What follows belongs to an exercise in optimizing a design on an open flow for a short achievable clock period and few clock cycles per item; a production flow would make more cautious choices.
Function was checked by simulation only, so behaviour that the tests miss may differ from the original.
Power figures rest on the tool's default switching activity, not on a simulated workload.

// apex_core
module apex_core (
    input  wire        clk,
    input  wire        rst,           
    output wire [31:0] imem_addr,     
    input  wire [63:0] imem_rdata,    
    output wire        dmem_re,       
    output wire        dmem_we,       
    output wire [31:0] dmem_addr,     
    output wire [31:0] dmem_wdata,
    input  wire [31:0] dmem_rdata,    
    output wire        halted
);
    localparam [31:0] CODE_BASE = 32'd4000;
    localparam S_VAL = 0, S_XM = 1, S_X = 2, S_Y = 3, S_M0 = 4, S_MR = 5,
               S_W2 = 6, S_W1 = 7, S_WA = 8, S_WB = 9;
    reg  [31:0] pc;
    reg         d_st, d_ld, d_mv, d_add, d_sub, d_and, d_or, d_xor, d_mul;
    reg         d_bz, d_bnz, d_jmp, d_halt;
    reg  [4:0]  d_rd;
    reg  [31:0] d_imm, d_pc, d_pc4;
    reg         d_pred;                 
    reg  [31:0] d_v1, d_v2;
    reg  [9:0]  d_s1, d_s2;
    reg         x_wen;                  
    reg  [4:0]  x_rd;
    reg         x_mv, x_add, x_sub, x_and, x_or, x_xor, x_ld, x_mul;
    reg  [31:0] x_a, x_b;
    reg  [31:0] xm_a, xm_b;                 
    reg         x_re, x_we;
    reg         x_jmp;                  
    reg  [31:0] x_addr, x_wdata;
    reg         y_wen;
    reg  [4:0]  y_rd;
    reg  [31:0] y_res;
    reg         m1_v, m2_v, m3_v;
    reg  [4:0]  m1_rd, m2_rd, m3_rd;
    reg  [31:0] m1r0, m1r1, m1r2, m1r3, m1r4, m1r5, m1r6;
    reg  [31:0] m2r0, m2r1;
    reg  [31:0] mul_res;
  ...
For scale: about 8800 cells after synthesis.
clock: 10.0 ns
lec_check: 0
abc_area: 0
cap_margin: 30
core_margin: 2
core_utilization: 40
place_density: 0.6
slew_margin: 30
standard.sh (not shown) runs the stock make flow with config.mk's settings and CLKGATE_MAP_FILE= SYNTH_SCRIPT=/design/flow/synth_recipe.tcl, a recipe that flattens the netlist after the stock synthesis.
==> flow/flow/run.sh <==
#!/bin/bash
set -euo pipefail
bash standard.sh SETUP_SLACK_MARGIN=6.5 MATCH_CELL_FOOTPRINT=0 finish > flow_standard.log 2>&1
Testbench counts at the start, summed over its fixed seeds: cycles 19,238, instrs 17,713.
Then changed:
==> flow/flow/run.sh (replaced) <==
#!/bin/bash
set -euo pipefail
bash standard.sh SETUP_SLACK_MARGIN=6.5 finish > flow_standard.log 2>&1
Settings changed: CAP_MARGIN 30 to 20, SLEW_MARGIN 30 to 20.
Outcome: The new run finished clean; maximum frequency went up by 0.89%; flip-flop and latch count stays the same; setup slack improved by 0.036 ns; design area increases by 0.50%; clock-buffer cell count is higher by 12; wire length is higher by 1.2%; total power is lower by 0.63%; sequential power came out lower by about 0.8%; register-to-register slack gains 0.04 ns.
Then changed:
Settings changed: CAP_MARGIN 20 to 25, CORE_UTILIZATION 40 to 45, PLACE_DENSITY 0.6 to 0.65, SLEW_MARGIN 20 to 25.
The changed run ran to the end with no violations.
Fmax falls by 4.3%.
Die area fell by 11%.
Non-clock buffer count falls by 31.
Via count grows by about 0.4%.
Sequential power hardly moves.
Global-route usage is higher by 2.8 points.


Setup of before:
apex_core, a different RTL version from the one above (not shown whole).
Size in the first run: roughly 11000 cells after synthesis, ~1800 flip-flops, about 200 I/O pins.
==> flow/config.mk <==
export PLATFORM = sky130hd
export DESIGN_NAME = apex_core
export DESIGN_NICKNAME = apex_core
export VERILOG_FILES = /design/flow/design.v
export SDC_FILE = /design/flow/constraint.sdc
export NUM_CORES = 4
export LEC_CHECK = 0
export ABC_AREA = 0
export CAP_MARGIN = 20
export CORE_MARGIN = 2
export CORE_UTILIZATION = 40
export PLACE_DENSITY = 0.6
export SLEW_MARGIN = 20
export SYNTH_HIERARCHICAL = 1
==> flow/constraint.sdc <==
create_clock -name core_clock -period 10.0 [get_ports {clk}]
set_input_delay 2.0000 -clock core_clock [delete_from_list [all_inputs] [get_ports {clk}]]
set_output_delay 2.0000 -clock core_clock [all_outputs]
set_load 0.01 [all_outputs]
==> flow/flow/run.sh <==
#!/bin/bash
set -euo pipefail
bash standard.sh SETUP_SLACK_MARGIN=6.5 finish > flow_standard.log 2>&1
before | status: complete | timing, DRC, antenna: pass
Testbench counts of before, summed over its fixed seeds: cycles 19,011, instrs 17,713.
> inputs changed (before -> after)
- CORE_UTILIZATION: 40 -> 50
- PLACE_DENSITY: 0.6 -> 0.72
Results
- Completing all stages was not enough for after: its layout failed the final checks because of capacitance limit, slew limit.
- before went all the way through synthesis, placement and routing and the layout is clean on timing, DRC and antenna.
- Delta (after minus before): tightest hold margin +17 ps, via count shows an increase of 3405, relative contribution of combinational cells to total power higher.
- Comparing before and after, total instance count after detailed placement is higher on before.
- The cell leakage power of before and that of after are within noise of each other.
- The max-slew violation count reported for after is greater than that of before by 8.
- Going from before to after, final instance area -1200 µm²; number of antenna violations at the first check in global routing moved up.
- For the maximum number of pins on one net before global-route repair, after came in about 30% lower than before did.

[afterwards: timing with drivers on the ports]
The flow's constraints put no driver on any port. The routed layouts listed below were extracted and timed again, unchanged, in two steps. Step 1 assumes that a clkbuf_16 drives the clock port and a buf_2 every other input. Step 2 adds t to the input delays and takes it off the output delays; t is the mean of the earliest and latest rising clock arrival at the registers after step 1. Input paths then give back, and output paths get back, about the clock's delay inside the block. Slacks: ideal ports / drivers / drivers and shift; pairs: ideal ports / drivers.
run | t, ns | setup slack, ns | slew at the worst register clock pin (ns) | cell pins on the clock port's net
the first run of note 1 | 0.956 | 5.958 / 5.958 / 5.026 | 0.07 / 0.07 | 1
the second run of note 1 | 0.985 | 5.994 / 5.958 / 4.973 | 0.07 / 0.07 | 1
the third run of note 1 | 0.966 | 5.816 / 5.816 / 5.006 | 0.08 / 0.08 | 1
before | 0.998 | 5.814 / 5.814 / 4.842 | 0.08 / 0.08 | 1
after | 0.969 | 5.714 / 5.714 / 4.938 | 0.07 / 0.07 | 1
For the second run of note 1, which loses most, drivers alone change the setup slack by -0.036 ns; drivers and shift together by -1.021 ns.
